What follows belongs to an exercise in optimizing a design on an open flow for a short achievable clock period and few clock cycles; a production flow would make more cautious choices.
Where RTL was checked, it was by simulation tests only, not by an equivalence proof against the original.
The RTL of runs 1 and 3 was laid out without a check of its function.
Power figures rest on the tool's default switching activity, not on a simulated workload.

$ cat flow/run.sh
#!/bin/bash
# The standard layout, with repair_timing asked to reach more setup slack
# than the clock period alone demands (the SDC and period are unchanged).
set -euo pipefail
bash standard.sh SETUP_SLACK_MARGIN=7 finish > standard_flow.log 2>&1
$ cat standard.sh
#!/bin/bash
# synth_recipe.tcl (not shown) runs the flow's synth.tcl, then flattens the netlist and writes it again
# the make line also repeats each setting of config.mk as NAME=value (left out here)
make -C /OpenROAD-flow-scripts/flow DESIGN_CONFIG=/design/flow/config.mk WORK_HOME=/design/flow/orfs CLKGATE_MAP_FILE= SYNTH_SCRIPT=/design/flow/synth_recipe.tcl "${@:-finish}"
$ cat config.mk
export PLATFORM = sky130hd
export DESIGN_NAME = romprog_core
export DESIGN_NICKNAME = romprog_core
export VERILOG_FILES = /design/flow/design.v
export SDC_FILE = /design/flow/constraint.sdc
export NUM_CORES = 4
export LEC_CHECK = 0
export CAP_MARGIN = 20
export CORE_MARGIN = 2
export CORE_UTILIZATION = 40
export PLACE_DENSITY = 0.6
export SLEW_MARGIN = 20
$ cat constraint.sdc
create_clock -name core_clock -period 10.0 [get_ports {clk}]
set_input_delay 2.0000 -clock core_clock [delete_from_list [all_inputs] [get_ports {clk}]]
set_output_delay 2.0000 -clock core_clock [all_outputs]
set_load 0.01 [all_outputs]
$ cat design.v
module romprog_core (
    input  wire        clk,
    input  wire        rst,
    input  wire        rx_valid,
    input  wire [7:0]  rx_data,
    output wire        rx_ready,
    output wire        tx_valid,
    output wire [7:0]  tx_data,
    input  wire        tx_ready,
    output wire        flash_req_valid,
    output wire [2:0]  flash_op,
    output wire [31:0] flash_addr,
    output wire [7:0]  flash_wdata,
    input  wire        flash_resp_valid,
    input  wire [7:0]  flash_rdata
);
    localparam [7:0]  MTL         = 8'd64;
    localparam [7:0]  MARKER      = 8'h7E;
    localparam [7:0]  ESCAPE      = 8'h7D;
    localparam [7:0]  ESC_XOR     = 8'h20;
    localparam [6:0]  MAX_PACKET  = 7'd71;
    localparam [7:0] OPC_PING = 8'd0, OPC_IDENT = 8'd1, OPC_READ = 8'd2,
                     OPC_WRITE = 8'd3, OPC_CRC = 8'd4, OPC_ERASE = 8'd5,
                     OPC_CHIP = 8'd6;
    localparam [2:0] F_READ = 3'd0, F_WRITE = 3'd1, F_ERASE_SECTOR = 3'd2,
                     F_ERASE_CHIP = 3'd3, F_ENTER_ID = 3'd4, F_LEAVE_ID = 3'd5,
                     F_READ_MFR = 3'd6, F_READ_DEV = 3'd7;
    function is_special;    
        input [7:0] b;
        begin
            is_special = (b[7:2] == 6'b011111) && (b[1] != b[0]);
        end
    endfunction
    localparam [1:0] D_IDLE = 2'd0, D_INFRAME = 2'd1, D_ESCAPED = 2'd2;
    reg        rx_ready_r;
    reg  [1:0] ds;
    reg  [6:0] rl;           
    reg        rl_nz;        
    reg        rl_full;      
    reg        wv_q;         
    reg  [6:0] wa_q;
    reg  [5:0] wm_q;         
    reg        wm_v;         
    reg  [7:0] wd_q;
    assign rx_ready = rx_ready_r;
    wire take      = rx_valid && rx_ready_r;
    wire is_m      = (rx_data == MARKER);
    wire is_e      = (rx_data == ESCAPE);
    wire close_now = take && is_m && (ds == D_INFRAME) && rl_nz;
    wire [6:0] rl_m7 = rl - 7'd7;
    always @(posedge clk) begin
        wa_q <= rl;
        wm_q <= rl_m7[5:0];
        wm_v <= (rl >= 7'd7);
        wd_q <= rx_data ^ ((ds == D_ESCAPED) ? ESC_XOR : 8'h00);
        wv_q <= 1'b0;
        if (rst) begin
            ds      <= D_IDLE;
            rl      <= 7'd0;
            rl_nz   <= 1'b0;
            rl_full <= 1'b0;
        end else if (take) begin
            case (ds)
                D_IDLE: begin
                    if (is_m) begin
                        ds <= D_INFRAME;
                        rl <= 7'd0; rl_nz <= 1'b0; rl_full <= 1'b0;
                    end
                end
                D_INFRAME: begin
                    if (is_m) begin
                        if (rl_nz) begin
                            ds <= D_IDLE;
                            rl <= 7'd0; rl_nz <= 1'b0; rl_full <= 1'b0;
                        end
                    end else if (is_e) begin
                        ds <= D_ESCAPED;
                    end else if (rl_full) begin
                        ds <= D_IDLE;
                        rl <= 7'd0; rl_nz <= 1'b0; rl_full <= 1'b0;
                    end else begin
                        wv_q    <= 1'b1;
                        rl      <= rl + 7'd1;
                        rl_nz   <= 1'b1;
                        rl_full <= (rl == MAX_PACKET - 7'd1);
                    end
                end
                default: begin
                    if (is_m) begin
                        ds <= D_INFRAME;
                        rl <= 7'd0; rl_nz <= 1'b0; rl_full <= 1'b0;
                    end else if (rl_full) begin
                        ds <= D_IDLE;
                        rl <= 7'd0; rl_nz <= 1'b0; rl_full <= 1'b0;
                    end else begin
                        wv_q    <= 1'b1;
                        ds      <= D_INFRAME;
                        rl      <= rl + 7'd1;
                        rl_nz   <= 1'b1;
                        rl_full <= (rl == MAX_PACKET - 7'd1);
                    end
                end
            endcase
        end
    end
    reg  [7:0] h0, h1, h2, h3, h4, h5, h6, h7, h8, h9, h10;
    reg  [7:0] mem [0:63];
    reg        rcap_q;        
    reg  [7:0] rd_q;
    reg  [5:0] ridx;
    always @(posedge clk) begin
        if (wv_q) begin
            case (wa_q)
                7'd0:  h0  <= wd_q;
                7'd1:  h1  <= wd_q;
                7'd2:  h2  <= wd_q;
                7'd3:  h3  <= wd_q;
                7'd4:  h4  <= wd_q;
                7'd5:  h5  <= wd_q;
                7'd6:  h6  <= wd_q;
                7'd7:  h7  <= wd_q;
                7'd8:  h8  <= wd_q;
                7'd9:  h9  <= wd_q;
                7'd10: h10 <= wd_q;
                default: ;
            endcase
        end
    end
    wire       mw_dec = wv_q && wm_v;
    wire [5:0] mw_idx = mw_dec ? wm_q : ridx;
    wire [7:0] mw_dat = mw_dec ? wd_q : rd_q;
    wire       mw_en  = mw_dec || rcap_q;
    always @(posedge clk) begin
        if (mw_en)
            mem[mw_idx] <= mw_dat;
    end
    reg  [7:0]  pc_room;      
    reg         pc_room_ok;   
    reg  [14:0] pc_a1;        
    reg  [14:0] pc_a4k;       
    reg         pc_rng;       
    reg         pc_align;     
    reg  [15:0] pc_span;      
    reg         pc_span2;     
    reg         pc_sec2;      
    wire [15:0] a16  = {h4, h3};
    wire [15:0] b16  = {h8, h7};
    wire [16:0] room = 17'h08000 - {1'b0, a16};
    wire [15:0] span = b16 - a16;
    always @(posedge clk) begin
        pc_room_ok <= !room[16];
        pc_room    <= (room[15:8] != 8'd0) ? 8'hFF : room[7:0];
        pc_a1      <= a16[14:0] + 15'd1;
        pc_a4k     <= a16[14:0] + 15'd4096;
        pc_rng     <= (a16 < b16) && (b16 <= 16'h8000);
        pc_align   <= (a16[11:0] == 12'd0) && (b16[11:0] == 12'd0);
        pc_span    <= span;
        pc_span2   <= (span[15:1] != 15'd0);
        pc_sec2    <= (span[15:13] != 3'd0);
    end
    wire       wl_0  = wv_q && (wa_q == 7'd0);
    wire       wl_2  = wv_q && (wa_q == 7'd2);
    wire       wl_7  = wv_q && (wa_q == 7'd7);
    wire       wl_8  = wv_q && (wa_q == 7'd8);
    wire       wl_10 = wv_q && (wa_q == 7'd10);
    wire [7:0] e0    = wl_0  ? wd_q : h0;
    wire [7:0] e2    = wl_2  ? wd_q : h2;
    wire [7:0] e7    = wl_7  ? wd_q : h7;
    wire [7:0] e10   = wl_10 ? wd_q : h10;
    wire [7:0] m0    = wl_7  ? wd_q : mem[0];
    wire [7:0] m1    = wl_8  ? wd_q : mem[1];
    wire [6:0]  flen      = rl;           
    wire [7:0]  opcode    = e0;
    wire [7:0]  read_len  = e7;
    wire [6:0]  write_n   = flen - 7'd7;
    wire        hdr_ok    = (flen >= 7'd3) && (e2 == 8'd0) && (h1 == {1'b0, flen});
    wire        a_hi0     = (h5 == 8'd0) && (h6 == 8'd0);
    wire        b_hi0     = (h9 == 8'd0) && (e10 == 8'd0);
    wire        len3      = (flen == 7'd3);
    wire        len8      = (flen == 7'd8);
    wire        len11     = (flen == 7'd11);
    wire        read_rng  = (read_len != 8'd0) && a_hi0 && pc_room_ok &&
                            (read_len <= pc_room);
    wire        write_rng = a_hi0 && pc_room_ok && ({1'b0, write_n} <= pc_room);
    wire        range_ok  = a_hi0 && b_hi0 && pc_rng;
    wire        o_ping  = (opcode == OPC_PING);
    wire        o_ident = (opcode == OPC_IDENT);
    wire        o_read  = (opcode == OPC_READ);
    wire        o_write = (opcode == OPC_WRITE);
    wire        o_crc   = (opcode == OPC_CRC);
    wire        o_erase = (opcode == OPC_ERASE);
    wire        o_chip  = (opcode == OPC_CHIP);
    reg  [1:0]  chk_status;
    always @(*) begin
        chk_status = 2'd0;
        if (!hdr_ok) begin
            chk_status = 2'd1;
        end else begin
            case (opcode)
                OPC_PING, OPC_IDENT, OPC_CHIP:
                    if (!len3) chk_status = 2'd1;
                OPC_READ:
                    if (!len8)                 chk_status = 2'd1;
                    else if (read_len > MTL)   chk_status = 2'd3;
                    else if (!read_rng)        chk_status = 2'd2;
                OPC_WRITE:
                    if (flen < 7'd8)                   chk_status = 2'd1;
                    else if ({1'b0, write_n} > MTL)    chk_status = 2'd3;
                    else if (!write_rng)               chk_status = 2'd2;
                OPC_CRC:
                    if (!len11)          chk_status = 2'd1;
                    else if (!range_ok)  chk_status = 2'd2;
                OPC_ERASE:
                    if (!len11)                       chk_status = 2'd1;
                    else if (!(range_ok && pc_align)) chk_status = 2'd2;
                default:
                    chk_status = 2'd1;
            endcase
        end
    end
    wire        ok      = (chk_status == 2'd0);
    wire        has_ops = ok && !o_ping;        
    wire        two     = o_ident ||
                          (o_read  && (read_len[7:1] != 7'd0)) ||
                          (o_write && (write_n[6:1] != 6'd0)) ||
                          (o_crc   && pc_span2) ||
                          (o_erase && pc_sec2);
    reg  [15:0] chk_count;
    always @(*) begin
        case (opcode)
            OPC_IDENT: chk_count = 16'd4;
            OPC_READ:  chk_count = {8'd0, read_len};
            OPC_WRITE: chk_count = {9'd0, write_n};
            OPC_CRC:   chk_count = pc_span;
            OPC_ERASE: chk_count = {12'd0, pc_span[15:12]};
            default:   chk_count = 16'd1;
        endcase
    end
    reg  [2:0] first_op;
    always @(*) begin
        case (opcode)
            OPC_IDENT: first_op = F_ENTER_ID;
            OPC_WRITE: first_op = F_WRITE;
            OPC_ERASE: first_op = F_ERASE_SECTOR;
            OPC_CHIP:  first_op = F_ERASE_CHIP;
            default:   first_op = F_READ;
        endcase
    end
    reg         fv;
    reg  [2:0]  fop;
    reg  [14:0] faddr;
    reg  [7:0]  fwd;
    reg         nv;
    reg  [2:0]  nop;
    reg  [14:0] naddr;
    reg  [7:0]  nwd;
    reg  [15:0] fcnt;       
    reg  [6:0]  wp;         
    reg         c_ident, c_read, c_write, c_crc, c_erase;
    reg         iseq;       
    assign flash_req_valid = fv;
    assign flash_op        = fop;
    assign flash_addr      = {17'd0, faddr};
    assign flash_wdata     = fwd;
    wire resp     = flash_resp_valid && fv;
    wire last_rsp = resp && !nv;
    always @(posedge clk) begin
        if (rst) begin
            fv <= 1'b0;
        end else if (rx_ready_r) begin
            fv <= close_now && has_ops;
        end else if (resp) begin
            fv <= nv;
        end
    end
    always @(posedge clk) begin
        if (rx_ready_r) begin
            nv      <= two;
            fop     <= first_op;
            faddr   <= (o_ident || o_chip) ? 15'd0 : h3_h4_15;
            fwd     <= o_write ? m0 : 8'd0;
            nop     <= o_ident ? F_READ_MFR : first_op;
            naddr   <= (o_ident || o_chip) ? 15'd0 : (o_erase ? pc_a4k : pc_a1);
            nwd     <= o_write ? m1 : 8'd0;
            fcnt    <= chk_count;
            wp      <= 7'd2;
            iseq    <= 1'b0;
            c_ident <= o_ident;
            c_read  <= o_read;
            c_write <= o_write;
            c_crc   <= o_crc;
            c_erase <= o_erase;
        end else if (resp) begin
            fop   <= nop;
            faddr <= naddr;
            fwd   <= nwd;
            nv    <= (fcnt[15:2] != 14'd0) || (fcnt[1:0] == 2'd3);
            nop   <= c_ident ? (iseq ? F_LEAVE_ID : F_READ_DEV) : nop;
            naddr <= c_erase ? (naddr + 15'd4096) :
                     c_ident ? 15'd0 : (naddr + 15'd1);
            nwd   <= c_write ? mem[wp[5:0]] : 8'd0;
            fcnt  <= fcnt - 16'd1;
            wp    <= wp + 7'd1;
            iseq  <= 1'b1;
        end
    end
    wire [14:0] h3_h4_15 = {h4[6:0], h3};
    reg         crc_q, mfr_q, dev_q;
    reg  [15:0] crc;
    reg  [7:0]  id_mfr, id_dev;
    function [15:0] crc16_byte;
        input [15:0] c_in;
        input [7:0]  b;
        integer k;
        reg [15:0] c;
        begin
            c = c_in ^ {b, 8'h00};
            for (k = 0; k < 8; k = k + 1)
                c = c[15] ? ((c << 1) ^ 16'h1021) : (c << 1);
            crc16_byte = c;
        end
    endfunction
    always @(posedge clk) begin
        rd_q   <= flash_rdata;
        rcap_q <= 1'b0;
        crc_q  <= 1'b0;
        mfr_q  <= 1'b0;
        dev_q  <= 1'b0;
        if (!rst && !rx_ready_r && resp) begin
            rcap_q <= c_read;
            crc_q  <= c_crc;
            mfr_q  <= (fop == F_READ_MFR);
            dev_q  <= (fop == F_READ_DEV);
        end
        if (rx_ready_r) begin
            ridx <= 6'd0;
            crc  <= 16'd0;
        end else begin
            if (rcap_q) ridx <= ridx + 6'd1;
            if (crc_q)  crc  <= crc16_byte(crc, rd_q);
        end
        if (mfr_q) id_mfr <= rd_q;
        if (dev_q) id_dev <= rd_q;
    end
    localparam [1:0] P_IDLE = 2'd0, P_BODY = 2'd2, P_CLOSE = 2'd3;
    reg  [1:0] pst;
    reg  [6:0] pj;          
    reg  [5:0] pkn;         
    reg  [6:0] prem;        
    reg        eh;          
    reg  [7:0] cur;         
    reg        cur_sp;
    reg  [6:0] r_len;
    reg  [1:0] r_st;
    reg        r_ident, r_read, r_crc;
    reg        go;          
    reg        tv;          
    reg        v0, v1;      
    reg  [7:0] q0d, q1d;
    reg        q0l, q1l;    
    assign tx_valid = tv;
    assign tx_data  = q0d;
    wire pop = tv && tx_ready;
    reg  [7:0] nb;
    always @(*) begin
        case (pj)
            7'd0: nb = {1'b0, r_len};
            7'd1: nb = 8'd0;
            7'd2: nb = {6'd0, r_st};
            default: begin
                if (r_read)
                    nb = mem[pkn];
                else if (r_crc)
                    nb = pkn[0] ? crc[15:8] : crc[7:0];
                else if (r_ident)
                    nb = pkn[0] ? id_dev : id_mfr;
                else begin
                    case (pkn[2:0])
                        3'd0: nb = 8'h01;
                        3'd3: nb = 8'h80;
                        3'd6: nb = MTL;
                        default: nb = 8'h00;
                    endcase
                end
            end
        endcase
    end
    wire allow = go || (pj == 7'd0);
    wire prod  = (pst != P_IDLE) && !v1 && allow;
    wire adv   = eh || !cur_sp;          
    reg  [7:0] g;
    reg        gl;
    always @(*) begin
        gl = 1'b0;
        if (pst == P_CLOSE) begin
            g  = MARKER;
            gl = 1'b1;
        end else if (eh)
            g = cur ^ ESC_XOR;
        else if (cur_sp)
            g = ESCAPE;
        else
            g = cur;
    end
    wire done_now = pop && q0l;
    wire go_nx    = rx_ready_r ? (close_now && !has_ops) :
                    (!done_now && (go || last_rsp));
    always @(posedge clk) begin
        if (rst) begin
            pst <= P_IDLE;
            go  <= 1'b0;
            tv  <= 1'b0;
            v0  <= 1'b0;
            v1  <= 1'b0;
        end else if (rx_ready_r) begin
            go  <= go_nx;
            tv  <= go_nx;
            v0  <= close_now;
            v1  <= 1'b0;
            pst <= close_now ? P_BODY : P_IDLE;
        end else begin
            go <= go_nx;
            tv <= (pop ? (v1 || prod) : (v0 || prod)) && go_nx;
            v0 <= pop ? (v1 || prod) : (v0 || prod);
            v1 <= !pop && (v1 || (v0 && prod));
            if (prod) begin
                if (pst == P_BODY) begin
                    if (adv && prem == 7'd0)
                        pst <= P_CLOSE;
                end else
                    pst <= P_IDLE;
            end
        end
    end
    always @(posedge clk) begin
        if (rx_ready_r) begin
            pj      <= 7'd0;
            pkn     <= 6'd61;
            eh      <= 1'b0;
            cur     <= opcode;
            cur_sp  <= is_special(opcode);
            r_st    <= chk_status;
            r_ident <= o_ident && ok;
            r_read  <= o_read && ok;
            r_crc   <= o_crc && ok;
            if (!ok) begin
                r_len <= 7'd4;  prem <= 7'd3;
            end else if (o_ping) begin
                r_len <= 7'd11; prem <= 7'd10;
            end else if (o_ident || o_crc) begin
                r_len <= 7'd6;  prem <= 7'd5;
            end else if (o_read) begin
                r_len <= 7'd4 + read_len[6:0]; prem <= 7'd3 + read_len[6:0];
            end else begin
                r_len <= 7'd4;  prem <= 7'd3;
            end
        end else if (prod && pst == P_BODY) begin
            if (adv) begin
                eh <= 1'b0;
                if (prem != 7'd0) begin
                    pj     <= pj + 7'd1;
                    pkn    <= pkn + 6'd1;
                    prem   <= prem - 7'd1;
                    cur    <= nb;
                    cur_sp <= is_special(nb);
                end
            end else begin
                eh <= 1'b1;
            end
        end
    end
    always @(posedge clk) begin
        if (rx_ready_r) begin
            q0d <= MARKER;
            q0l <= 1'b0;
        end else if (pop) begin
            q0d <= v1 ? q1d : g;
            q0l <= v1 ? q1l : gl;
        end else if (!v0) begin
            q0d <= g;
            q0l <= gl;
        end
        if (pop || !v1) begin
            q1d <= g;
            q1l <= gl;
        end
    end
    always @(posedge clk) begin
        if (rst)
            rx_ready_r <= 1'b1;
        else if (rx_ready_r)
            rx_ready_r <= !close_now;
        else
            rx_ready_r <= done_now;
    end
endmodule
==> results of run 1 <==
-- path summary, 6_finish.rpt --
kind,from,end,slack (ns),cells after the start
worst min register to register,q0d[3],q0d[3],0.47,2
worst max-delay path,wa_q[4],go,6.37,17
worst max register to register,wa_q[4],go,6.37,17
worst min-delay path,q0d[3],q0d[3],0.47,2
-- registers in the layout, summed over array words and instances (netlist names), 15 cells and up, named ones only --
signal	flops
pc_a4k	15
mem	512
faddr	15
pc_span	16
crc	16
naddr	15
fcnt	16
pc_a1	15
-- layer usage --
metal	track usage, %	up-vias	routed length, um	part of all wire (%)
met4	9.54	0	5190	4.0
met5	0	-	0	0
li1	-	11500	-	-
met1	31.3	14100	50200	39
met3	4.64	280	11800	9.2
met2	38.0	1401	61600	48
-- logic make-up after synthesis --
kind of cell,count (synthesis)
XOR/XNOR,130
multiplexers,413
buffers and inverters,260
other,1
flip-flops,904
AND/OR/NAND/NOR,711
adder cells (fa/ha/maj),62
AO/OA/AOI/OAI,363
-- area by class of cell --
| class | count | share of cell area (%) |
|---|---|---|
| clock buffer | 117 | 4.94 |
| clock inverter | 62 | 1.32 |
| inverter | 87 | 0.703 |
| multi-input combinational | 1697 | 33.8 |
| sequential | 904 | 50.7 |
| tap | 1391 | 3.47 |
| timing repair buffer | 234 | 5.15 |
| timing repair inverter | 1 | 0.00997 |
-- metrics by stage --
stage	instance area (sq um)	worst slack [ns]	util, %	hold WS, ns
3_3_place_gp	44300	5.73	42.2	0.424
3_5_place_dp	44300	5.68	42.3	0.433
6_report	50200	6.37	47.9	0.465
2_1_floorplan	42400	6.38	-	0.326
5_1_grt	50200	6.21	47.9	0.470
4_1_cts	49200	6.32	47.0	0.460
-- worst reg2reg max path: stages, from the launching register on --
cell and delay (ns):
dfxtp_2 0.31, or3_4 0.39, nor3_4 0.19, buf_12 0.18, mux2i_4 0.31, buf_6 0.15
ha_4 0.14, nand2_4 0.05, or3_4 0.39, a211oi_2 0.24, a21oi_1 0.06, o21ai_1 0.20
nand4_2 0.13, nand4b_4 0.24, buf_6 0.18, buf_4 0.14, o21bai_4 0.14, a21oi_2 0.07
-- what timing repair did --
action / in CTS / in global routing
setup endpoints to repair: 590 / 453
cloned: 17 / 4
pin swaps: 36 / 44
hold endpoints to repair: 0 / 0
hold buffers: 0 / 0
buffers inserted: 77 / 32
resized for setup: 388 / 142
-- layout by cell type, fill, tap and decap left out, drive strengths merged, types with 78 or more instances in the layout --
| cell type | instances |
|---|---|
| inv | 86 |
| a21oi | 79 |
| edfxtp | 727 |
| nand3 | 83 |
| mux2i | 82 |
| mux4 | 295 |
| nor2 | 238 |
| xnor2 | 78 |
| buf | 211 |
| clkbuf | 123 |
| dfxtp | 177 |
| nand2 | 173 |
-- where the power goes --
group / switching [W] / internal, W / total (W)
combinational: 0.0000677 / 0.0000206 / 0.0000883
clock: 0.00154 / 0.00204 / 0.00358
sequential: 0.00000613 / 0.00405 / 0.00406
==> summary.md, run 1 <==
| Metric | Value |
|---|---|
| Status | `complete, no violations` |
| Post-synthesis mux area share | `18.7%` |
| Placed cells | `4184` |
| Multi-input logic area | `16900 sq um` |
| Worst-case clock buffer depth | `3` |
| Layout cells sized above 1 | `30.5%` |
| Main synth FF type | `edfxtp_1` |
| Initial core utilization | `40.2%` |
| Final Hold Vio Count | `0` |
| Crit path capture type | `flip-flop` |
| Hpwl dp | `80100 um` |
| Largest stage delay, worst path | `0.39 ns` |
| Static leakage | `16.8 nW` |
| Synthesized instance count | `2844` |
| DRC violations left | `0` |
| I/O Buffers | `57` |
| # nets final | `3103` |
| Die area | `108000 sq um` |
| Row count | `119` |
| Min Tclk post-route | `3.63 ns` |
| Storage cell area | `25400 sq um` |
| Global-route wire length before repair | `187000 um` |
| Via density | `6.06` |
| Max IR drop VDD | `0.136 mV` |
| Final wirelength | `129000 um` |
| Asr flop ratio synth | `0%` |
| Top-level port count | `75` |
| XOR/XNOR share of the synthesized area | `2.70%` |
| Worst relative slew slack | `24.1%` |
| Filler cells | `8912` |
| Routed len/inst | `28.7 um` |
| CTS Buf Count | `95` |
| Crit path kind | `reg2reg` |
| Avg Inst Size Synth | `14.8 sq um` |
| Main combinational cell family by area after synthesis | `multiplexers` |
| 1st-iter DRT viols | `2959` |
| Synth Area in Adders | `1.86%` |
| N_diodes | `0` |
| Cells along the critical path | `or3_4 > nor3_4 > buf_12 > mux2i_4 > buf_6 > ha_4 > nand2_4 > or3_4 > a211oi_2 > a21oi_1 > o21ai_1 > nand4_2 > nand4b_4 > buf_6 > buf_4 > o21bai_4 > a21oi_2` |
| Detail Route Antenna Nets | `0` |
| Fmax | `276 MHz` |
| Initial antenna violation count | `2` |
| GRT Util Overall | `23.5%` |
| Synth Area in Simple Gates | `8.08%` |
| Routability congestion estimate | `0.895` |
| Share of the synthesized area in the top cell type | `51.8%` |
| Vias in the first global route | `27200` |
| Final period util | `36.3%` |
| Critical path required time | `10.57 ns` |
| Register area share after synthesis | `60.2%` |
| Count leader, synth | `edfxtp_1` |
| Die Y | `329 um` |
| Area leader, netlist | `edfxtp_1` |
| Post-synth EDFFs | `727` |
| CP Max Fanout | `6` |
| Syn Std Cell Area | `42100 sq um` |
| Die width | `329 um` |
| CP arrival | `4.20 ns` |
| Setup TNS | `0 ns` |
| Crit path max-delay family | `simple AND/OR/NAND/NOR gates` |
| Worst-margin pin slew | `1.13 ns` |
| Crit path buf inv count | `4` |
| Type of origin of the critical path | `flip-flop` |
| RSZ-0062 raised after global routing | `true` |
| Yosys cell types | `88` |
| Vias | `27200` |
| Root Buffer | `clkbuf_16` |
| Non-filler cells, final | `4493` |
| Seq cells post-synth | `904` |
| CTS tree | `yes` |
| Max Cap Viol | `0` |
| Remaining Overflow, GRT | `0` |
| Pwr dens | `154 nW/um^2` |
| Dominant cells by area after synthesis | `edfxtp_1 52%, mux4_2 16%, dfxtp_1 8.4%` |
| Setup violators final | `0` |
| Synthesis warning total | `1` |
| First-pass DRT Iterations | `5` |
| Top cells by count, synth | `727 x edfxtp_1, 295 x mux4_2, 238 x nor2_1, 177 x dfxtp_1, 170 x nand2_1` |
| CORE AREA | `105000 sq um` |
| Htree depth | `3` |
| Min-delay worst type | `reg2reg` |
| Slew Viols, Final | `0` |
| Post-synthesis compound-gate area fraction | `5.69%` |
| Largest net degree at the start of global routing | `65` |
| Power, Total | `0.00772 W` |
| Clock Latency Late Sink | `0.70 ns` |
| Skew final | `0.0453 ns` |
| Clk slew on worst S/H paths | `0.06 ns` |
| # clock sinks | `904` |
| Synth-to-Final Area Change | `19.1%` |
| Crit-path slowest cell | `or3_4` |
==> run 2: changes to the inputs <==
--- a/design.v
+++ b/design.v
@@ -36,71 +36,51 @@
     reg  [1:0] ds;
     reg  [6:0] rl;           
     reg        rl_nz;        
-    reg        rl_full;      
     reg        wv_q;         
     reg  [6:0] wa_q;
     reg  [5:0] wm_q;         
     reg        wm_v;         
     reg  [7:0] wd_q;
+    reg        wl0, wl2, wl7, wl8, wl10;    
     assign rx_ready = rx_ready_r;
     wire take      = rx_valid && rx_ready_r;
     wire is_m      = (rx_data == MARKER);
     wire is_e      = (rx_data == ESCAPE);
-    wire close_now = take && is_m && (ds == D_INFRAME) && rl_nz;
+    wire in_frame  = (ds == D_INFRAME);
+    wire in_esc    = (ds == D_ESCAPED);
+    wire close_now = take && is_m && in_frame && rl_nz;
+    wire       rl_full = (rl == MAX_PACKET);
+    wire [6:0] rl_nx   = rl_full ? 7'd0 : (rl + 7'd1);
+    wire data_byte = take && !is_m && (in_esc || (in_frame && !is_e));
+    wire append    = data_byte && !rl_full;
     wire [6:0] rl_m7 = rl - 7'd7;
     always @(posedge clk) begin
         wa_q <= rl;
         wm_q <= rl_m7[5:0];
         wm_v <= (rl >= 7'd7);
-        wd_q <= rx_data ^ ((ds == D_ESCAPED) ? ESC_XOR : 8'h00);
-        wv_q <= 1'b0;
+        wd_q <= rx_data ^ (in_esc ? ESC_XOR : 8'h00);
+        wv_q <= append;
+        wl0  <= append && (rl == 7'd0);
+        wl2  <= append && (rl == 7'd2);
+        wl7  <= append && (rl == 7'd7);
+        wl8  <= append && (rl == 7'd8);
+        wl10 <= append && (rl == 7'd10);
         if (rst) begin
-            ds      <= D_IDLE;
-            rl      <= 7'd0;
-            rl_nz   <= 1'b0;
-            rl_full <= 1'b0;
+            ds     <= D_IDLE;
+            rl     <= 7'd0;
+            rl_nz  <= 1'b0;
         end else if (take) begin
-            case (ds)
-                D_IDLE: begin
-                    if (is_m) begin
-                        ds <= D_INFRAME;
-                        rl <= 7'd0; rl_nz <= 1'b0; rl_full <= 1'b0;
-                    end
-                end
-                D_INFRAME: begin
-                    if (is_m) begin
-                        if (rl_nz) begin
-                            ds <= D_IDLE;
-                            rl <= 7'd0; rl_nz <= 1'b0; rl_full <= 1'b0;
-                        end
-                    end else if (is_e) begin
-                        ds <= D_ESCAPED;
-                    end else if (rl_full) begin
-                        ds <= D_IDLE;
-                        rl <= 7'd0; rl_nz <= 1'b0; rl_full <= 1'b0;
-                    end else begin
-                        wv_q    <= 1'b1;
-                        rl      <= rl + 7'd1;
-                        rl_nz   <= 1'b1;
-                        rl_full <= (rl == MAX_PACKET - 7'd1);
-                    end
-                end
-                default: begin
-                    if (is_m) begin
-                        ds <= D_INFRAME;
-                        rl <= 7'd0; rl_nz <= 1'b0; rl_full <= 1'b0;
-                    end else if (rl_full) begin
-                        ds <= D_IDLE;
-                        rl <= 7'd0; rl_nz <= 1'b0; rl_full <= 1'b0;
-                    end else begin
-                        wv_q    <= 1'b1;
-                        ds      <= D_INFRAME;
-                        rl      <= rl + 7'd1;
-                        rl_nz   <= 1'b1;
-                        rl_full <= (rl == MAX_PACKET - 7'd1);
-                    end
-                end
-            endcase
+            if (is_m) begin
+                ds     <= (ds == D_INFRAME) ? (rl_nz ? D_IDLE : D_INFRAME) : D_INFRAME;
+                rl     <= 7'd0;
+                rl_nz  <= 1'b0;
+            end else if (in_frame && is_e) begin
+                ds <= D_ESCAPED;
+            end else if (ds != D_IDLE) begin
+                ds     <= rl_full ? D_IDLE : D_INFRAME;
+                rl     <= rl_nx;
+                rl_nz  <= !rl_full;
+            end
         end
     end
     reg  [7:0] h0, h1, h2, h3, h4, h5, h6, h7, h8, h9, h10;
@@ -158,17 +138,12 @@
         pc_span2   <= (span[15:1] != 15'd0);
         pc_sec2    <= (span[15:13] != 3'd0);
     end
-    wire       wl_0  = wv_q && (wa_q == 7'd0);
-    wire       wl_2  = wv_q && (wa_q == 7'd2);
-    wire       wl_7  = wv_q && (wa_q == 7'd7);
-    wire       wl_8  = wv_q && (wa_q == 7'd8);
-    wire       wl_10 = wv_q && (wa_q == 7'd10);
-    wire [7:0] e0    = wl_0  ? wd_q : h0;
-    wire [7:0] e2    = wl_2  ? wd_q : h2;
-    wire [7:0] e7    = wl_7  ? wd_q : h7;
-    wire [7:0] e10   = wl_10 ? wd_q : h10;
-    wire [7:0] m0    = wl_7  ? wd_q : mem[0];
-    wire [7:0] m1    = wl_8  ? wd_q : mem[1];
+    wire [7:0] e0    = wl0  ? wd_q : h0;
+    wire [7:0] e2    = wl2  ? wd_q : h2;
+    wire [7:0] e7    = wl7  ? wd_q : h7;
+    wire [7:0] e10   = wl10 ? wd_q : h10;
+    wire [7:0] m0    = wl7  ? wd_q : mem[0];
+    wire [7:0] m1    = wl8  ? wd_q : mem[1];
     wire [6:0]  flen      = rl;           
     wire [7:0]  opcode    = e0;
     wire [7:0]  read_len  = e7;
@@ -274,11 +249,23 @@
         end
     end
     always @(posedge clk) begin
+        if (rst) begin
+            fop   <= 3'd0;
+            faddr <= 15'd0;
+            fwd   <= 8'd0;
+        end else if (rx_ready_r) begin
+            fop   <= first_op;
+            faddr <= (o_ident || o_chip) ? 15'd0 : h3_h4_15;
+            fwd   <= o_write ? m0 : 8'd0;
+        end else if (resp) begin
+            fop   <= nop;
+            faddr <= naddr;
+            fwd   <= nwd;
+        end
+    end
+    always @(posedge clk) begin
         if (rx_ready_r) begin
             nv      <= two;
-            fop     <= first_op;
-            faddr   <= (o_ident || o_chip) ? 15'd0 : h3_h4_15;
-            fwd     <= o_write ? m0 : 8'd0;
             nop     <= o_ident ? F_READ_MFR : first_op;
             naddr   <= (o_ident || o_chip) ? 15'd0 : (o_erase ? pc_a4k : pc_a1);
             nwd     <= o_write ? m1 : 8'd0;
@@ -291,9 +278,6 @@
             c_crc   <= o_crc;
             c_erase <= o_erase;
         end else if (resp) begin
-            fop   <= nop;
-            faddr <= naddr;
-            fwd   <= nwd;
             nv    <= (fcnt[15:2] != 14'd0) || (fcnt[1:0] == 2'd3);
             nop   <= c_ident ? (iseq ? F_LEAVE_ID : F_READ_DEV) : nop;
             naddr <= c_erase ? (naddr + 15'd4096) :
@@ -346,11 +330,11 @@
     reg  [1:0] pst;
     reg  [6:0] pj;          
     reg  [5:0] pkn;         
-    reg  [6:0] prem;        
+    reg  [6:0] pcnt;        
+    reg        pj3;         
     reg        eh;          
     reg  [7:0] cur;         
     reg        cur_sp;
-    reg  [6:0] r_len;
     reg  [1:0] r_st;
     reg        r_ident, r_read, r_crc;
     reg        go;          
@@ -364,7 +348,7 @@
     reg  [7:0] nb;
     always @(*) begin
         case (pj)
-            7'd0: nb = {1'b0, r_len};
+            7'd0: nb = {1'b0, pcnt + 7'd4};    
             7'd1: nb = 8'd0;
             7'd2: nb = {6'd0, r_st};
             default: begin
@@ -388,6 +372,7 @@
     wire allow = go || (pj == 7'd0);
     wire prod  = (pst != P_IDLE) && !v1 && allow;
     wire adv   = eh || !cur_sp;          
+    wire last  = pj3 && (pcnt == 7'd0);   
     reg  [7:0] g;
     reg        gl;
     always @(*) begin
@@ -425,7 +410,7 @@
             v1 <= !pop && (v1 || (v0 && prod));
             if (prod) begin
                 if (pst == P_BODY) begin
-                    if (adv && prem == 7'd0)
+                    if (adv && last)
                         pst <= P_CLOSE;
                 end else
                     pst <= P_IDLE;
@@ -443,24 +428,25 @@
             r_ident <= o_ident && ok;
             r_read  <= o_read && ok;
             r_crc   <= o_crc && ok;
-            if (!ok) begin
-                r_len <= 7'd4;  prem <= 7'd3;
-            end else if (o_ping) begin
-                r_len <= 7'd11; prem <= 7'd10;
-            end else if (o_ident || o_crc) begin
-                r_len <= 7'd6;  prem <= 7'd5;
-            end else if (o_read) begin
-                r_len <= 7'd4 + read_len[6:0]; prem <= 7'd3 + read_len[6:0];
-            end else begin
-                r_len <= 7'd4;  prem <= 7'd3;
-            end
+            pj3     <= 1'b0;
+            if (!ok)
+                pcnt <= 7'd0;
+            else if (o_ping)
+                pcnt <= 7'd7;
+            else if (o_ident || o_crc)
+                pcnt <= 7'd2;
+            else if (o_read)
+                pcnt <= read_len[6:0];
+            else
+                pcnt <= 7'd0;
         end else if (prod && pst == P_BODY) begin
             if (adv) begin
                 eh <= 1'b0;
-                if (prem != 7'd0) begin
+                if (!last) begin
                     pj     <= pj + 7'd1;
+                    pj3    <= pj3 || (pj == 7'd2);
                     pkn    <= pkn + 6'd1;
-                    prem   <= prem - 7'd1;
+                    if (pj3) pcnt <= pcnt - 7'd1;
                     cur    <= nb;
                     cur_sp <= is_special(nb);
                 end
@@ -470,7 +456,10 @@
         end
     end
     always @(posedge clk) begin
-        if (rx_ready_r) begin
+        if (rst) begin
+            q0d <= MARKER;
+            q0l <= 1'b0;
+        end else if (rx_ready_r) begin
             q0d <= MARKER;
             q0l <= 1'b0;
         end else if (pop) begin
==> run 2 against run 1 <==
Highest routed layer unchanged. Area after synthesis decreased by 0.66%. Clock power increased by 2%. Worst hold slack better by 0.015 ns. Largest power group unchanged.
==> summary.md, run 2 <==
| Metric | Value |
|---|---|
| I/O Buffers | `57 (unchanged)` |
| Top cells by count, synth | `694 x edfxtp_1, 289 x mux4_2, 267 x nor2_1, 208 x dfxtp_1, 170 x nand2_1` |
| Initial antenna violation count | `2 (unchanged)` |
| Most common cell after layout, fill and taps aside | `edfxtp_1` |
| Synth-to-Final Area Change | `18.2%` |
| Syn Std Cell Area | `41900 sq um (-0.66%)` |
| Dominant cells by area after synthesis | `edfxtp_1 50%, mux4_2 16%, dfxtp_1 9.9%` |
| Static leakage | `16.6 nW (-1.5%)` |
| GRT Util Overall | `22.8% (-0.76 points)` |
| # clock sinks | `902 (-0.22%)` |
| Cell depth of the worst flop-to-flop path | `9 (-8)` |
| Crit path max-delay family | `compound AO/OA/AOI/OAI gates` |
| Setup ws final | `6.78 ns (+0.408 ns)` |
| Yosys cell types | `84 (-4.5%)` |
| Biggest register | `mem` |
| Fmax | `311 MHz (+13%)` |
| Crit path buf inv count | `1 (-3)` |
| Most frequent cells in the layout | `694 x edfxtp_1, 289 x mux4_2, 198 x nor2_1, 155 x dfxtp_1, 146 x nand2_1` |
| Routed len/inst | `27.7 um (-3.3%)` |
| Main synth FF type | `edfxtp_1` |
| Final Hold Vio Count | `0 (unchanged)` |
| Row count | `118 (-0.84%)` |
| Synthesis warning total | `1 (unchanged)` |
| Min Tclk post-route | `3.22 ns (-0.408 ns)` |
| Vias in the first global route | `27100 (-0.58%)` |
| Via density | `6.04 (-0.30%)` |
| Vias | `27300 (+0.21%)` |
| 1st-iter DRT viols | `2910 (-1.7%)` |
| Largest stage delay, worst path | `0.53 ns (+0.14 ns)` |
| Post-DP Area | `43800 sq um (-1.2%)` |
| Asr flop ratio synth | `0% (unchanged)` |
| Setup violators final | `0 (unchanged)` |
| Htree depth | `3 (unchanged)` |
| Layout cells sized above 1 | `29.6% (-0.89 points)` |
| CP Max Fanout | `6 (unchanged)` |
| Status | `complete, no violations` |
| Die width | `328 um (-0.33%)` |
| Hpwl dp | `77500 um (-3.3%)` |
| CTS Buf Count | `96 (+1.1%)` |
| Pwr dens | `159 nW/um^2 (+3.2%)` |
| Crit-path slowest cell | `or4b_1` |
| Final instance area | `49500 sq um (-1.4%)` |
| WP depth | `9 (-8)` |
| Routability congestion estimate | `0.932 (+4.1%)` |
| Type of origin of the critical path | `flip-flop` |
| R2R Setup Slk | `6.78 ns (+0.41 ns)` |
| Initial core utilization | `40.4% (+0.19 points)` |
| Clock Latency Late Sink | `0.69 ns (about the same)` |
| Share of the synthesized area in the top cell type | `49.8% (-2.0 points)` |
| CTS tree | `yes` |
| Worst relative slew slack | `9.98% (-14 points)` |
| Max Cap Viol | `0 (unchanged)` |
| Reg-to-Reg Start | `h3[7]` |
| Top-level port count | `75 (unchanged)` |
| Worst-margin pin slew | `1.34 ns (+0.208 ns)` |
| Final wirelength | `125000 um (-2.8%)` |
| Avg Inst Size Synth | `14.4 sq um (-2.8%)` |
| Skew final | `0.0458 ns (+0.000442 ns)` |
| First-pass DRT Iterations | `7 (+2)` |
| Count leader, synth | `edfxtp_1` |
| Global-route wire length before repair | `181000 um (-3.0%)` |
| Critical path required time | `10.54 ns (-0.03 ns)` |
| DRC violations left | `0 (unchanged)` |
| DP Worst Slack | `5.64 ns (-0.0449 ns)` |
| Cts hold-fix bufs | `0 (unchanged)` |
| Worst-case clock buffer depth | `3 (unchanged)` |
| Cells along the critical path | `inv_2 > ha_1 > a2111oi_2 > a211o_1 > a21boi_2 > o21a_1 > o31a_1 > or4b_1 > or4_1` |
| Max reg flops | `512 (unchanged)` |
| # nets final | `3137 (+1.1%)` |
| Min-delay worst type | `reg2reg` |
| Hold Slack | `0.480 ns (+0.0152 ns)` |
| Setup TNS | `0 ns (unchanged)` |
| CP arrival | `3.76 ns (-0.44 ns)` |
| Final period util | `32.2% (-4.1 points)` |
| Slew Viols, Final | `0 (unchanged)` |
| Crit path kind | `reg2reg` |
| Crit path capture type | `flip-flop` |
| Largest net degree at the start of global routing | `73 (+12%)` |
| Clk slew on worst S/H paths | `0.06 ns (about the same)` |
| Die area | `107000 sq um (-0.65%)` |
| Root Buffer | `clkbuf_16` |
| Setup crit start | `h3[7]` |
| Die Y | `328 um (-0.33%)` |
| Reg2reg end | `pc_span2` |
| Remaining Overflow, GRT | `0 (unchanged)` |
| Max IR drop VDD | `0.139 mV (+2.0%)` |
| RSZ-0062 raised after global routing | `true` |
| Detail Route Antenna Nets | `0 (unchanged)` |
| CP Capture Point | `pc_span2` |
| Register area share after synthesis | `59.7% (-0.49 points)` |
| Seq cells post-synth | `902 (-0.22%)` |
| CORE AREA | `104000 sq um (-1.1%)` |
| Synthesized instance count | `2907 (+2.2%)` |
| Power, Total | `0.00785 W (+1.7%)` |
| Post-synth EDFFs | `694 (-4.5%)` |
| Area leader, netlist | `edfxtp_1` |
==> run 2: cell count changes in the layout (fill, tap and decap cells not counted), moves of 17 or more <==
cell	delta
edfxtp_1	-33
dfxtp_2	+28
nor2_1	+25
buf_2	-23
mux2i_1	+19
nand2_2	+19
nor3_1	+19
o2bb2ai_1	-17
==> run 2: repair_timing <==
item | 4_1_cts | 5_1_grt
pin swaps | 26 | 35
gates cloned | 9 | 5
setup endpoints to repair | 629 | 492
gates resized for setup | 447 | 107
setup buffers | 69 | 39
==> run 2: cell families after synthesis <==
family	count (synthesis)	share of synthesized area (%)
fa+ha+maj	60	1.81
mux	396	18.1
xor+xnor	117	2.45
simple gates	785	8.95
flops	902	59.7
other cells	1	0.00896
compound gates	383	6.14
buf+inv	263	2.76
==> run 2: worst reg2reg max path, stage by stage (launching register included) <==
cell       delay, ns
edfxtp_1        0.46
inv_2           0.16
ha_1            0.32
a2111oi_2       0.43
a211o_1         0.22
a21boi_2        0.08
o21a_1          0.19
o31a_1          0.29
or4b_1          0.53
or4_1           0.40
==> run 2: worst min-delay path by stage <==
stage,startpoint,endpoint,cells past startpoint
after floorplan,rl[2],wa_q[2],0
after global placement,rl_nz,rl_nz,2
after detailed placement,rl[1],wa_q[1],0
after CTS,rl_nz,rl_nz,2
after global routing,rl[2],wa_q[2],0
final,wd_q[1],h4[1],0
==> run 2: report_power, final <==
part           switching (W)  internal [W]
clock network        0.00152       0.00212
logic               0.000107     0.0000473
registers          0.0000194       0.00404
total                0.00165       0.00621
==> run 2: layer usage <==
layer  global-route usage (%)  vias to the layer above  routed length (um)
met3                     4.15                      279               10500
met4                     9.68                        0                5280
met5                        0                        -                   0
li1                         -                    11600                   -
met2                     36.2                     1402               58700
met1                     30.8                    14000               50700
==> run 2: cell type report <==
cell class	count	area, sq um
fillers	8773	54100
flip-flops and latches	902	25100
multi-input cells	1759	16800
clock buffers	117	2610
repair buffers	214	2340
well taps	1380	1730
clock inverters	59	584
inverters	82	312
repair inverters	1	7.51
diodes	2	5.00
==> run 2: per-stage QoR <==
step | cells | utilization [%]
2_1_floorplan | 2923 | -
3_3_place_gp | 4216 | 42.2
3_5_place_dp | 4216 | 42.2
4_1_cts | 4470 | 46.9
5_1_grt | 4514 | 47.8
6_report | 4516 | 47.8
Testbench counts of run 2, summed over its fixed seeds: cycles 45,774.
==> run 3: changes to the inputs <==
--- a/design.v
+++ b/design.v
@@ -31,9 +31,9 @@
             is_special = (b[7:2] == 6'b011111) && (b[1] != b[0]);
         end
     endfunction
-    localparam [1:0] D_IDLE = 2'd0, D_INFRAME = 2'd1, D_ESCAPED = 2'd2;
     reg        rx_ready_r;
-    reg  [1:0] ds;
+    reg        in_frame;     
+    reg        in_esc;       
     reg  [6:0] rl;           
     reg        rl_nz;        
     reg        wv_q;         
@@ -46,8 +46,6 @@
     wire take      = rx_valid && rx_ready_r;
     wire is_m      = (rx_data == MARKER);
     wire is_e      = (rx_data == ESCAPE);
-    wire in_frame  = (ds == D_INFRAME);
-    wire in_esc    = (ds == D_ESCAPED);
     wire close_now = take && is_m && in_frame && rl_nz;
     wire       rl_full = (rl == MAX_PACKET);
     wire [6:0] rl_nx   = rl_full ? 7'd0 : (rl + 7'd1);
@@ -66,20 +64,24 @@
         wl8  <= append && (rl == 7'd8);
         wl10 <= append && (rl == 7'd10);
         if (rst) begin
-            ds     <= D_IDLE;
-            rl     <= 7'd0;
-            rl_nz  <= 1'b0;
+            in_frame <= 1'b0;
+            in_esc   <= 1'b0;
+            rl       <= 7'd0;
+            rl_nz    <= 1'b0;
         end else if (take) begin
             if (is_m) begin
-                ds     <= (ds == D_INFRAME) ? (rl_nz ? D_IDLE : D_INFRAME) : D_INFRAME;
-                rl     <= 7'd0;
-                rl_nz  <= 1'b0;
+                in_frame <= !(in_frame && rl_nz);
+                in_esc   <= 1'b0;
+                rl       <= 7'd0;
+                rl_nz    <= 1'b0;
             end else if (in_frame && is_e) begin
-                ds <= D_ESCAPED;
-            end else if (ds != D_IDLE) begin
-                ds     <= rl_full ? D_IDLE : D_INFRAME;
-                rl     <= rl_nx;
-                rl_nz  <= !rl_full;
+                in_frame <= 1'b0;
+                in_esc   <= 1'b1;
+            end else if (in_frame || in_esc) begin
+                in_frame <= !rl_full;
+                in_esc   <= 1'b0;
+                rl       <= rl_nx;
+                rl_nz    <= !rl_full;
             end
         end
     end
@@ -121,8 +123,7 @@
     reg         pc_rng;       
     reg         pc_align;     
     reg  [15:0] pc_span;      
-    reg         pc_span2;     
-    reg         pc_sec2;      
+    reg  [6:0]  pc_room7;     
     wire [15:0] a16  = {h4, h3};
     wire [15:0] b16  = {h8, h7};
     wire [16:0] room = 17'h08000 - {1'b0, a16};
@@ -135,8 +136,8 @@
         pc_rng     <= (a16 < b16) && (b16 <= 16'h8000);
         pc_align   <= (a16[11:0] == 12'd0) && (b16[11:0] == 12'd0);
         pc_span    <= span;
-        pc_span2   <= (span[15:1] != 15'd0);
-        pc_sec2    <= (span[15:13] != 3'd0);
+        pc_room7   <= (room[15:7] != 9'd0 || room[6:0] > 7'd120) ? 7'd127 :
+                      (room[6:0] + 7'd7);
     end
     wire [7:0] e0    = wl0  ? wd_q : h0;
     wire [7:0] e2    = wl2  ? wd_q : h2;
@@ -156,7 +157,7 @@
     wire        len11     = (flen == 7'd11);
     wire        read_rng  = (read_len != 8'd0) && a_hi0 && pc_room_ok &&
                             (read_len <= pc_room);
-    wire        write_rng = a_hi0 && pc_room_ok && ({1'b0, write_n} <= pc_room);
+    wire        write_rng = a_hi0 && pc_room_ok && (flen <= pc_room7);
     wire        range_ok  = a_hi0 && b_hi0 && pc_rng;
     wire        o_ping  = (opcode == OPC_PING);
     wire        o_ident = (opcode == OPC_IDENT);
@@ -195,11 +196,6 @@
     end
     wire        ok      = (chk_status == 2'd0);
     wire        has_ops = ok && !o_ping;        
-    wire        two     = o_ident ||
-                          (o_read  && (read_len[7:1] != 7'd0)) ||
-                          (o_write && (write_n[6:1] != 6'd0)) ||
-                          (o_crc   && pc_span2) ||
-                          (o_erase && pc_sec2);
     reg  [15:0] chk_count;
     always @(*) begin
         case (opcode)
@@ -225,7 +221,6 @@
     reg  [2:0]  fop;
     reg  [14:0] faddr;
     reg  [7:0]  fwd;
-    reg         nv;
     reg  [2:0]  nop;
     reg  [14:0] naddr;
     reg  [7:0]  nwd;
@@ -238,6 +233,7 @@
     assign flash_addr      = {17'd0, faddr};
     assign flash_wdata     = fwd;
     wire resp     = flash_resp_valid && fv;
+    wire nv       = (fcnt[15:1] != 15'd0);    
     wire last_rsp = resp && !nv;
     always @(posedge clk) begin
         if (rst) begin
@@ -265,7 +261,6 @@
     end
     always @(posedge clk) begin
         if (rx_ready_r) begin
-            nv      <= two;
             nop     <= o_ident ? F_READ_MFR : first_op;
             naddr   <= (o_ident || o_chip) ? 15'd0 : (o_erase ? pc_a4k : pc_a1);
             nwd     <= o_write ? m1 : 8'd0;
@@ -278,7 +273,6 @@
             c_crc   <= o_crc;
             c_erase <= o_erase;
         end else if (resp) begin
-            nv    <= (fcnt[15:2] != 14'd0) || (fcnt[1:0] == 2'd3);
             nop   <= c_ident ? (iseq ? F_LEAVE_ID : F_READ_DEV) : nop;
             naddr <= c_erase ? (naddr + 15'd4096) :
                      c_ident ? 15'd0 : (naddr + 15'd1);
@@ -334,7 +328,6 @@
     reg        pj3;         
     reg        eh;          
     reg  [7:0] cur;         
-    reg        cur_sp;
     reg  [1:0] r_st;
     reg        r_ident, r_read, r_crc;
     reg        go;          
@@ -371,6 +364,7 @@
     end
     wire allow = go || (pj == 7'd0);
     wire prod  = (pst != P_IDLE) && !v1 && allow;
+    wire cur_sp = is_special(cur);
     wire adv   = eh || !cur_sp;          
     wire last  = pj3 && (pcnt == 7'd0);   
     reg  [7:0] g;
@@ -423,7 +417,6 @@
             pkn     <= 6'd61;
             eh      <= 1'b0;
             cur     <= opcode;
-            cur_sp  <= is_special(opcode);
             r_st    <= chk_status;
             r_ident <= o_ident && ok;
             r_read  <= o_read && ok;
@@ -448,7 +441,6 @@
                     pkn    <= pkn + 6'd1;
                     if (pj3) pcnt <= pcnt - 7'd1;
                     cur    <= nb;
-                    cur_sp <= is_special(nb);
                 end
             end else begin
                 eh <= 1'b1;
==> run 3 against run 2 <==
Sequential power about the same. Register-to-register slack improved by 0.22 ns. Still clean. Wire length decreased by 1.8%. Final cell count decreased by 2.6%. Die area is 0.55% lower. Combinational power shrank 38%. Global-route usage barely moved. Core utilization down 0.51 points.
==> summary.md, run 3 <==
| Metric | Value |
|---|---|
| Largest net degree at the start of global routing | `65 (-11%)` |
| DRC violations left | `0 (unchanged)` |
| CTS tree | `yes` |
| Crit path buf inv count | `1 (unchanged)` |
| Setup ws final | `6.85 ns (+0.0676 ns)` |
| Net Sw Frac | `20.5% (-0.43 points)` |
| Cell depth of the worst flop-to-flop path | `6 (-3)` |
| CP arrival | `1.15 ns (-2.61 ns)` |
| Most frequent cells in the layout | `692 x edfxtp_1, 304 x mux4_2, 188 x nor2_1, 163 x dfxtp_1, 146 x nand2_1` |
| 1st-iter DRT viols | `2891 (-0.65%)` |
| Worst-case clock buffer depth | `3 (unchanged)` |
| Biggest register | `mem` |
| Setup TNS | `0 ns (unchanged)` |
| Crit-path slowest cell | `dfxtp_4` |
| Type of origin of the critical path | `flip-flop` |
| Crit path capture type | `output port` |
| Top cells by count, synth | `692 x edfxtp_1, 304 x mux4_2, 256 x nor2_1, 213 x dfxtp_1, 170 x nand2_1` |
| Hpwl dp | `78100 um (+0.76%)` |
| Dominant cells by area after synthesis | `edfxtp_1 50%, mux4_2 16%, dfxtp_1 10%` |
| Skew final | `0.0459 ns (+0.000101 ns)` |
| CORE AREA | `103000 sq um (-0.28%)` |
| Routed len/inst | `27.9 um (+0.77%)` |
| Post-synth EDFFs | `692 (-0.29%)` |
| Cts hold-fix bufs | `0 (unchanged)` |
| RSZ-0062 raised after global routing | `true` |
| Synthesis warning total | `1 (unchanged)` |
| Initial core utilization | `40.3% (-0.11 points)` |
| Detail Route Antenna Nets | `0 (unchanged)` |
| CP Max Fanout | `2 (-4)` |
| Worst relative slew slack | `29.4% (+19 points)` |
| Gate power share | `1.2% (-0.8 points)` |
| Worst-margin pin slew | `1.05 ns (-0.287 ns)` |
| Routability congestion estimate | `0.905 (-2.9%)` |
| Cells along the critical path | `buf_6` |
| I/O Buffers | `57 (unchanged)` |
| # nets final | `3017 (-3.8%)` |
| Slew Viols, Final | `0 (unchanged)` |
| Via density | `5.97 (-1.2%)` |
| Layout cells sized above 1 | `28.3% (-1.3 points)` |
| GR Util met2 | `36.5% (+0.35 points)` |
| DP Worst Slack | `5.47 ns (-0.168 ns)` |
| Min Tclk post-route | `3.15 ns (-0.0676 ns)` |
| Status | `complete, no violations` |
| Root Buffer | `clkbuf_16` |
| Clock Latency Late Sink | `0.68 ns (about the same)` |
| Die width | `327 um (-0.28%)` |
| Setup violators final | `0 (unchanged)` |
| Die area | `107000 sq um (-0.55%)` |
| GR Util met1 | `31.3% (+0.47 points)` |
| Htree depth | `3 (unchanged)` |
| GRT Util Overall | `22.8% (+0.031 points)` |
| First-pass DRT Iterations | `8 (+1)` |
| Remaining Overflow, GRT | `0 (unchanged)` |
| Reg power frac | `51.6% (about the same)` |
| Static leakage | `16.2 nW (-2.2%)` |
| N_diodes | `0 (-2)` |
| Clock power frac | `47.1% (+0.8 points)` |
| Synthesized instance count | `2825 (-2.8%)` |
| Vias in the first global route | `26400 (-2.5%)` |
| Area leader, netlist | `edfxtp_1` |
| # clock sinks | `905 (+0.33%)` |
| Global-route wire length before repair | `180000 um (-0.67%)` |
| Final period util | `31.5% (-0.68 points)` |
| Clk slew on worst S/H paths | `0.06 ns (about the same)` |
| Min-delay worst type | `reg2reg` |
| Initial antenna violation count | `4 (+2)` |
| CTS Buf Count | `95 (-1.0%)` |
| Top-level port count | `75 (unchanged)` |
| Max reg flops | `512 (unchanged)` |
| Hold Slack | `0.455 ns (-0.0255 ns)` |
| Gr busiest metal | `met2` |
| Non-filler cells, final | `4400 (-2.6%)` |
| Register area share after synthesis | `60.2% (+0.43 points)` |
| Yosys cell types | `73 (-13%)` |
| Met3 usage | `4.35% (+0.19 points)` |
| Final Hold Vio Count | `0 (unchanged)` |
| Row count | `118 (unchanged)` |
| Psw | `0.00161 W (-2.3%)` |
| Final wirelength | `123000 um (-1.8%)` |
| Crit path kind | `reg2out` |
| Hold Path Sink | `pc_a4k[11]` |
| Main synth FF type | `edfxtp_1` |
| Placed cells | `4150 (-1.6%)` |
| Reg2reg end | `nwd[0]` |
| Seq cells post-synth | `905 (+0.33%)` |
| Fmax | `317 MHz (+2.1%)` |
| Hold Startpoint | `h4[3]` |
| Synth-to-Final Area Change | `17.3%` |
| Power Internal | `0.00622 W (+0.29%)` |
| Count leader, synth | `edfxtp_1` |
| Hold path depth | `0 (unchanged)` |
| Share of the synthesized area in the top cell type | `49.9% (+0.14 points)` |
| Die Y | `327 um (-0.28%)` |
| Largest stage delay, worst path | `0.36 ns (-0.17 ns)` |
| R2R Setup Slk | `7.00 ns (+0.22 ns)` |
| Vias | `26300 (-3.8%)` |
| Asr flop ratio synth | `0% (unchanged)` |
| Critical path required time | `8.00 ns (-2.54 ns)` |
| Crit path max-delay family | `flip-flops` |
| Pwr dens | `160 nW/um^2 (+1.1%)` |
| Avg Inst Size Synth | `14.7 sq um (+2.3%)` |
| Max Cap Viol | `0 (unchanged)` |
| Most common cell after layout, fill and taps aside | `edfxtp_1` |
| Max IR drop VDD | `0.130 mV (-6.5%)` |
| Syn Std Cell Area | `41600 sq um (-0.56%)` |
==> run 3: changes by cell type in the layout (fill, tap and decap cells not counted), sizes merged, moves of 19 or more <==
cell,before,now
a221oi,8,32
buf,190,153
a21oi,78,57
a31oi,29,9
xnor2,63,82
o21ai,77,52
nor2b,33,14
==> run 3: per-stage QoR <==
stage	utilization [%]	area [sq um]	total power (W)
final	47.2	48800	0.00783
after floorplan	-	41800	0.00417
after global routing	47.2	48800	0.00803
after detailed placement	42.3	43700	0.00422
after CTS	46.8	48400	0.00788
after global placement	42.3	43700	0.00421
==> run 3: per-layer routing <==
metal / vias to the layer above / share of wire, %
li1: 11300 / -
met1: 13500 / 41
met2: 1202 / 47
met3: 227 / 8.6
met4: 4 / 3.6
met5: - / 0.019
==> run 3: area by class of cell <==
type	instances	area, sq um
timing repair buffer	168	1890
inverter	84	332
clock inverter	52	641
multi-input combinational	1686	16500
clock buffer	125	2610
fill	8783	54500
sequential	905	25100
tap	1380	1730
==> run 3: power groups by stage <==
stage,clock [W],combinational (W),sequential (W)
3_5_place_dp,0,0.0000931,0.00413
6_report,0.00369,0.0000961,0.00405
5_1_grt,0.00388,0.000102,0.00404
3_3_place_gp,0,0.0000877,0.00413
4_1_cts,0.00374,0.0000942,0.00405
2_1_floorplan,0,0.0000419,0.00413
==> run 3: cells by family after synthesis <==
logic type	share of synthesized area, %
AOI/OAI and AO/OA	5.58
xor gates and xnor gates	2.67
adders and majority gates	1.70
buffers and inverters	2.48
DFF	60.2
muxes	19.1
other	0.00901
and+or+nand+nor	8.27
==> run 3: worst max-delay path by stage <==
stage,start,to,cells after the start
after CTS,rx_ready_r,rx_ready,1
after floorplan,rx_data[7],rl[4],7
after detailed placement,flash_resp_valid,faddr[14],6
final,rx_ready_r,rx_ready,1
after global placement,flash_resp_valid,faddr[14],6
after global routing,rx_data[7],rl[3],9
==> run 3: timing repair <==
action                                  CTS  global route
resized for setup                       424            64
endpoints found under the setup margin  660           335
cloned                                    5             2
pin swaps                                18            18
buffers inserted                         56            10
==> run 4: changes to the inputs <==
--- a/design.v
+++ b/design.v
@@ -34,8 +34,8 @@
     reg        rx_ready_r;
     reg        in_frame;     
     reg        in_esc;       
-    reg  [6:0] rl;           
-    reg        rl_nz;        
+    reg  [6:0] rl_q;         
+    reg        clr_q;        
     reg        wv_q;         
     reg  [6:0] wa_q;
     reg  [5:0] wm_q;         
@@ -43,12 +43,13 @@
     reg  [7:0] wd_q;
     reg        wl0, wl2, wl7, wl8, wl10;    
     assign rx_ready = rx_ready_r;
+    wire [6:0] rl      = clr_q ? 7'd0 : (wv_q ? (rl_q + 7'd1) : rl_q);
+    wire       rl_nz   = (rl != 7'd0);
+    wire       rl_full = (rl == MAX_PACKET);
     wire take      = rx_valid && rx_ready_r;
     wire is_m      = (rx_data == MARKER);
     wire is_e      = (rx_data == ESCAPE);
     wire close_now = take && is_m && in_frame && rl_nz;
-    wire       rl_full = (rl == MAX_PACKET);
-    wire [6:0] rl_nx   = rl_full ? 7'd0 : (rl + 7'd1);
     wire data_byte = take && !is_m && (in_esc || (in_frame && !is_e));
     wire append    = data_byte && !rl_full;
     wire [6:0] rl_m7 = rl - 7'd7;
@@ -57,7 +58,6 @@
         wm_q <= rl_m7[5:0];
         wm_v <= (rl >= 7'd7);
         wd_q <= rx_data ^ (in_esc ? ESC_XOR : 8'h00);
-        wv_q <= append;
         wl0  <= append && (rl == 7'd0);
         wl2  <= append && (rl == 7'd2);
         wl7  <= append && (rl == 7'd7);
@@ -66,22 +66,24 @@
         if (rst) begin
             in_frame <= 1'b0;
             in_esc   <= 1'b0;
-            rl       <= 7'd0;
-            rl_nz    <= 1'b0;
-        end else if (take) begin
-            if (is_m) begin
-                in_frame <= !(in_frame && rl_nz);
-                in_esc   <= 1'b0;
-                rl       <= 7'd0;
-                rl_nz    <= 1'b0;
-            end else if (in_frame && is_e) begin
-                in_frame <= 1'b0;
-                in_esc   <= 1'b1;
-            end else if (in_frame || in_esc) begin
-                in_frame <= !rl_full;
-                in_esc   <= 1'b0;
-                rl       <= rl_nx;
-                rl_nz    <= !rl_full;
+            rl_q     <= 7'd0;
+            clr_q    <= 1'b0;
+            wv_q     <= 1'b0;
+        end else begin
+            rl_q  <= rl;
+            clr_q <= take && (is_m || (data_byte && rl_full));
+            wv_q  <= append;
+            if (take) begin
+                if (is_m) begin
+                    in_frame <= !(in_frame && rl_nz);
+                    in_esc   <= 1'b0;
+                end else if (in_frame && is_e) begin
+                    in_frame <= 1'b0;
+                    in_esc   <= 1'b1;
+                end else if (in_frame || in_esc) begin
+                    in_frame <= !rl_full;
+                    in_esc   <= 1'b0;
+                end
             end
         end
     end
--- a/config.mk
+++ b/config.mk
@@ -7,6 +7,6 @@
 export LEC_CHECK = 0
 export CAP_MARGIN = 20
 export CORE_MARGIN = 2
-export CORE_UTILIZATION = 40
-export PLACE_DENSITY = 0.6
+export CORE_UTILIZATION = 60
+export PLACE_DENSITY = 0.72
 export SLEW_MARGIN = 20
==> run 4 against run 3 <==
Synthesized cell count fell by 1.7%. Non-clock buffer count increased by 58. Wire length down 2.3%.
==> summary.md, run 4 <==
| Metric | Value |
|---|---|
| Clk slew on worst S/H paths | `0.07 ns (about the same)` |
| Status | `complete, no violations` |
| Worst-margin pin slew | `1.14 ns (+0.0837 ns)` |
| Seq cells post-synth | `905 (unchanged)` |
| Routed len/inst | `30.3 um (+8.6%)` |
| Slew Viols, Final | `0 (unchanged)` |
| Asr flop ratio synth | `0% (unchanged)` |
| Cts hold-fix bufs | `0 (unchanged)` |
| Min-delay worst type | `reg2reg` |
| Max Cap Viol | `0 (unchanged)` |
| Detail Route Antenna Nets | `0 (unchanged)` |
| Register area share after synthesis | `59.9% (-0.24 points)` |
| Static leakage | `16.6 nW (+2.3%)` |
| Die width | `268 um (-18%)` |
| Critical path required time | `10.29 ns (+2.29 ns)` |
| R2R Setup Slk | `6.81 ns (-0.19 ns)` |
| Worst relative slew slack | `23.6% (-5.8 points)` |
| Clock Latency Late Sink | `0.67 ns (about the same)` |
| Min Tclk post-route | `3.19 ns (+0.0400 ns)` |
| Setup violators final | `0 (unchanged)` |
| Count leader, synth | `edfxtp_1` |
| Max IR drop VDD | `0.246 mV (+89%)` |
| Vias | `26800 (+2.2%)` |
| DRC violations left | `0 (unchanged)` |
| Hold Startpoint | `h4[3]` |
| Hold path depth | `0 (unchanged)` |
| Non-filler cells, final | `3960 (-10%)` |
| CORE AREA | `68800 sq um (-33%)` |
| Most common cell after layout, fill and taps aside | `edfxtp_1` |
| Skew final | `0.0305 ns (-0.0154 ns)` |
| Crit path kind | `reg2reg` |
| # clock sinks | `905 (unchanged)` |
| Main synth FF type | `edfxtp_1` |
| CTS tree | `yes` |
| Worst-case clock buffer depth | `3 (unchanged)` |
| Most frequent cells in the layout | `692 x edfxtp_1, 336 x mux4_2, 189 x nor2_1, 162 x dfxtp_1, 152 x nand2_1` |
| Yosys cell types | `85 (+16%)` |
| Top cells by count, synth | `692 x edfxtp_1, 336 x mux4_2, 256 x nor2_1, 213 x dfxtp_1, 164 x nand2_1` |
| Cell depth of the worst flop-to-flop path | `4 (-2)` |
| Die area | `71800 sq um (-33%)` |
| Avg Inst Size Synth | `15.1 sq um (+2.2%)` |
| Htree depth | `3 (unchanged)` |
| Area leader, netlist | `edfxtp_1` |
| Via density | `6.78 (+14%)` |
| RSZ-0062 raised after global routing | `true` |
| Final Hold Vio Count | `0 (unchanged)` |
| Final wirelength | `120000 um (-2.3%)` |
| Row count | `96 (-19%)` |
| I/O Buffers | `57 (unchanged)` |
| Crit path capture type | `flip-flop` |
| Final instance area | `48900 sq um (+0.16%)` |
| Hpwl dp | `69900 um (-10%)` |
| Global-route wire length before repair | `172000 um (-4.2%)` |
| Filler cells | `4315 (-51%)` |
| Post-synth EDFFs | `692 (unchanged)` |
| Placed cells | `3643 (-12%)` |
| Initial core utilization | `60.7% (+20 points)` |
| Remaining Overflow, GRT | `0 (unchanged)` |
| Top-level port count | `75 (unchanged)` |
| Biggest register | `mem` |
| Max reg flops | `512 (unchanged)` |
| 1st-iter DRT viols | `3292 (+14%)` |
| Pwr dens | `160 nW/um^2 (-0.56%)` |
| Layout cells sized above 1 | `30.8% (+2.6 points)` |
| CP arrival | `3.49 ns (+2.34 ns)` |
| CP Max Fanout | `24 (+22)` |
| # nets final | `3024 (+0.23%)` |
| CTS Buf Count | `93 (-2.1%)` |
| Die Y | `268 um (-18%)` |
| Post-DP Area | `43200 sq um (-1.1%)` |
| Setup TNS | `0 ns (unchanged)` |
[run 4: cell count changes after synthesis, sizes merged, moves of 12 or more]
cell,change
mux4,+32
a221oi,-24
o21ai,+22
a22oi,-20
nand3,-15
nand4,+15
mux2i,-14
inv,-12
[run 4: worst max-delay path by stage]
stage,cells past startpoint,endpoint,start,slack (ns)
after floorplan,7,fv,rx_data[5],6.77
after CTS,1,rx_ready,rx_ready_r,6.84
final,4,mem[8][3],wv_q,6.81
after global placement,8,fv,rx_data[5],5.58
after detailed placement,8,fv,rx_data[5],5.48
after global routing,5,mem[41][7],wv_q,6.82
[run 4: cell type report]
cell class | instances | area (sq um) | area share (%)
Sequential cell | 905 | 25100 | 51.4
Multi-Input combinational cell | 1648 | 16600 | 33.9
Clock buffer | 117 | 2570 | 5.26
Timing Repair Buffer | 226 | 2530 | 5.18
Tap cell | 931 | 1160 | 2.38
Clock inverter | 57 | 654 | 1.34
Inverter | 73 | 288 | 0.588
Antenna cell | 3 | 7.51 | 0.0153
[run 4: per-layer routing]
metal / wire length [um] / share of wire (%) / GRT usage, % / vias to the layer above
met1: 42900 / 36 / 42.4 / 13600
li1: - / - / - / 11200
met4: 6720 / 5.6 / 15.5 / 0
met5: 0 / 0 / 0 / -
met2: 59000 / 49 / 54.9 / 1656
met3: 11400 / 9.5 / 6.39 / 367
[run 4: timing repair]
action / CTS / global route
pin swaps: 25 / 33
gates resized for setup: 388 / 75
endpoints found under the setup margin: 707 / 505
cloned: 5 / 10
buffers inserted: 72 / 52
[run 4: cells by family (layout without fill, tap and decap cells)]
kind of cell    count (synthesis)  count (layout)  share of synthesized area (%)
flops                         905             905                           59.9
simple gates                  716             717                           8.17
mux                           429             429                           20.4
compound gates                304             304                           4.76
buf+inv                       240             473                           2.42
xor+xnor                      124             124                           2.60
fa+ha+maj                      57              57                           1.72
other cells                     1              20                        0.00897
[run 4: worst max-delay path, cell delays in order (launching register included)]
cell and delay [ns]:
dfxtp_4 0.40, nand2_1 0.49, o21ai_1 0.62, nand2_1 0.57
nor2_2 0.74
[run 4: metrics by stage]
stage               hold WS [ns]  worst slack (ns)  power [W]
global placement           0.422              5.58    0.00420
CTS                        0.455              6.84    0.00780
finish                     0.459              6.81    0.00780
floorplan                  0.346              6.77    0.00417
detailed placement         0.439              5.48    0.00421
global route               0.459              6.82    0.00797
[run 4: power breakdown]
group,internal (W),switching (W),leakage (nW)
Sequential,0.00404,0.00000586,8.17
Combinational,0.0000215,0.0000661,6.83
Clock,0.00218,0.00149,1.58
Testbench counts of run 4, summed over its fixed seeds: cycles 45,774.

## what the ideal ports hide
How much do the figures lean on ideal ports? The routed layouts below were timed once more, with nothing changed but the port constraints. Step 1, drivers: a clkbuf_16 drives clk and a buf_2 each remaining input, both assumed. Step 2 times the ports against the registers' clock, not the clock port: input delays grow and output delays shrink by t, the midpoint of the rising clock arrivals with the driver on. Three values: no drivers, after step 1, after step 2; two values: the first two.
run	t, ns	setup slack, ns
run 1	0.752	6.372 / 6.372 / 6.184
run 2	0.740	6.781 / 6.781 / 6.202
run 3	0.738	6.848 / 6.772 / 6.165
run 4	0.718	6.808 / 6.808 / 6.187
After both steps every run listed still meets setup and hold.
